Background: an optimization exercise with open tools, aiming at small area, a short achievable clock period and few clock cycles per item. Do not read the settings as production practice.
Function was checked by simulation only, so behaviour that the tests miss may differ from the original.
The clock port is modelled as an ideal driver, which makes a skipped or thinned clock tree look cheaper than it is; a real chip needs a root buffer or a tree.

## v25
// uac_rx
module uac_rx (
    input  wire        clk,
    input  wire        rst,           
    input  wire        in_valid,
    output wire        in_ready,
    input  wire [15:0] in_sample,     
    output reg         frame_done,
    output wire        det,
    output reg         ev_valid,
    output wire [11:0] ev_word
);
Size: ~1,200 cells after synthesis, about 11,000 µm² of cells after synthesis.
export LEC_CHECK = 0
export CAP_MARGIN = 20
export CORE_MARGIN = 2
export CORE_UTILIZATION = 55
export SLEW_MARGIN = 20
create_clock -name core_clock -period 24.0 [get_ports {clk}]
standard.sh (not shown) runs the stock make flow with config.mk's settings and CLKGATE_MAP_FILE= SYNTH_SCRIPT=/design/flow/synth_recipe.tcl, a recipe that flattens the netlist after the stock synthesis.
==> flow/flow/run.sh <==
#!/bin/bash
# The standard layout (standard.sh) with four changes to how it is made;
# the design, constraints and clock period are unchanged:
#  - synthesis skips Yosys's early generic ABC pass (SYNTH_ARGS=-noabc), so the
#    generated full-adder tree keeps its structure; registers are unchanged;
#  - port buffers are buf_2 cells instead of the default (a slow delay buffer);
#  - the clock tree is built by flow/man_cts.tcl (run as the CTS step's PRE
#    hook): the clock port drives four clkbuf_8, one per compact quarter of
#    the flip-flops, each driving two clkbuf_16 leaves, instead of TritonCTS's
#    tree;
#  - timing repair aims for 18.4 ns of setup slack instead of 0.
# Every tool's output is in standard.log and in orfs/logs.
set -euo pipefail
export SYNTH_ARGS="-noabc"
export BUFFER_PORTS_ARGS="-buffer_cell sky130_fd_sc_hd__buf_2"
export PRE_CTS_TCL="$PWD/flow/man_cts.tcl"
export SETUP_SLACK_MARGIN=18.4
bash standard.sh > standard.log 2>&1
Other scripts of this flow, unchanged in this note and not shown: flow/flow/man_cts.tcl
v25: flow completed, timing, DRC and antenna clean
Testbench counts of v25, summed over its fixed seeds: cycles 2,465,950, frames 2,400.
What v39 does differently from v25 at the input level:
- PLACE_DENSITY now 0.8, previously not set
- ABC_AREA now 1, previously not set
==> flow/flow/run.sh <==
#!/bin/bash
set -euo pipefail
export SYNTH_ARGS="-noabc"
export BUFFER_PORTS_ARGS="-buffer_cell sky130_fd_sc_hd__buf_2"
export PRE_CTS_TCL="$PWD/flow/man_cts.tcl"
export SETUP_SLACK_MARGIN=18.4
bash standard.sh > standard.log 2>&1
Results
The total wire length of v39 exceeds that of v25 by 1900 µm. Re number of cells upsized or downsized after cts: v25 and v39 aren't equal, and the higher value belongs to v25. Register-to-register slack up 150 ps in v39 wrt v25. Looking at final area across both flows, v39 is the stronger of the two, with v25 trailing. Final worst-path cycle share: v39 vs v25 — no meaningful difference. Looking at worst hold slack across all endpoints, v39 sits 10 ps above v25.
The following lists how v16 was set up differently from v39:
- removing ABC_AREA (formerly 1)
- removing PLACE_DENSITY (formerly 0.8)
==> flow/flow/run.sh <==
#!/bin/bash
# The standard layout (standard.sh) with four changes to how it is made;
# the design, constraints and clock period are unchanged:
#  - synthesis skips Yosys's early generic ABC pass (SYNTH_ARGS=-noabc), so the
#    generated full-adder tree keeps its structure; registers are unchanged;
#  - port buffers are buf_2 cells instead of the default (a slow delay buffer);
#  - the clock tree is built by flow/man_cts.tcl (run as the CTS step's PRE
#    hook): the clock port drives four clkbuf_8, one per compact quarter of
#    the flip-flops, each driving two clkbuf_16 leaves, instead of TritonCTS's
#    tree;
#  - timing repair aims for 18.5 ns of setup slack instead of 0.
# Every tool's output is in standard.log and in orfs/logs.
set -euo pipefail
export SYNTH_ARGS="-noabc"
export BUFFER_PORTS_ARGS="-buffer_cell sky130_fd_sc_hd__buf_2"
export PRE_CTS_TCL="$PWD/flow/man_cts.tcl"
export SETUP_SLACK_MARGIN=18.5
bash standard.sh > standard.log 2>&1
The period utilization reported for v16 is smaller than that of v39 by 0.17 points.
v16 vs. v39: post-layout minimum cycle time now smaller, maximum number of pins on one net before global-route repair fell by 5.
Input-level comparison between v26 and v16:
- ABC_AREA: unset -> 1
==> flow/flow/run.sh <==
#!/bin/bash
set -euo pipefail
export SYNTH_ARGS="-noabc"
export BUFFER_PORTS_ARGS="-buffer_cell sky130_fd_sc_hd__buf_2"
export PRE_CTS_TCL="$PWD/flow/man_cts.tcl"
export SETUP_SLACK_MARGIN=18.4
bash standard.sh > standard.log 2>&1
[summary]
Looking at first-pass GRT wire length across v16 and v26, the one that comes out higher is v26. Via count (v26 vs. v16) increases by more than 10%. Summary of the comparison: slew at the pin closest to its max-slew limit is higher in v26, relative to v16. In the final reports, the cell area of v26 is smaller than that of v16. On global-route usage, the lower figure sits with v16, not v26. Sort v16 and v26 by compound-cell area share of the yosys netlist, ascending, and v16 comes first. Compared v26 vs v16, and last weighted congestion value of the routability-driven placer is up in v26. Between v16 and v26, final cell count without fillers is lower for v16, v26 comes in above that. Changes observed in v26 relative to v16: sequential share of cell area grew by 0.23 points.
Changes in v47 relative to v26:
- ABC_AREA: 1 -> unset
- GPL_TIMING_DRIVEN: unset -> 1
-- flow/flow/run.sh --
<<< v26, line 1
#!/bin/bash
set -euo pipefail
export SYNTH_ARGS="-noabc"
>>> v47, line 1
#!/bin/bash
# The standard layout (standard.sh) with four changes to how it is made;
# the design, constraints and clock period are unchanged:
#  - synthesis skips Yosys's early generic ABC pass (SYNTH_ARGS=-noabc), so the
#    generated full-adder tree keeps its structure; registers are unchanged;
#  - port buffers are buf_2 cells instead of the default (a slow delay buffer);
#  - the clock tree is built by flow/man_cts.tcl (run as the CTS step's PRE
#    hook): the clock port drives four clkbuf_8, one per compact quarter of
#    the flip-flops, each driving two clkbuf_16 leaves, instead of TritonCTS's
#    tree;
#  - timing repair aims for 18.4 ns of setup slack instead of 0.
# Every tool's output is in standard.log and in orfs/logs.
set -euo pipefail
export SYNTH_ARGS="-noabc"
Comparing the two runs side by side, v47 comes out ahead of v26 on global-route wire length before repair. Looking at endpoint of the worst setup timing path, the ev_word[0] result is from v47; the det one comes from v26. Comparing v26 and v47, the lower number of resized instances in the post-cts repair step is on v26. Summary: via count of the routed design, v47 better than v26. The flow did not stop early for v47: all stages ran, and the layout cleared the timing, design-rule and antenna checks. Between v26 and v47, the cell area is higher for v47.
No run of this note takes its clock network from TritonCTS; it comes from the design's own scripts or RTL.

## afterwards: timing with drivers on the ports
In the flow no input, the clock included, has a driving cell. The finished layouts below were timed again as built, in two steps. Step 1, drivers: a clkbuf_16 drives clk and a buf_2 each remaining input, both assumed. Step 2 also shifts input and output timing later by t, the mid clock arrival at the registers, as if the neighbouring blocks saw the same clock. Slacks: no drivers / after step 1 / after step 2; pairs: no drivers / after step 1.
run | shift t [ns] | setup WS [ns] | cell pins on the clock port's net
v25 | 0.368 | 18.427 / 18.349 / 18.251 | 4
v39 | 0.355 | 18.421 / 18.352 / 18.415 | 4
v16 | 0.354 | 18.461 / 18.393 / 18.311 | 4
v26 | 0.356 | 18.429 / 18.358 / 18.369 | 4
v47 | 0.368 | 18.427 / 18.349 / 18.251 | 4
After both steps every run listed still meets setup and hold.
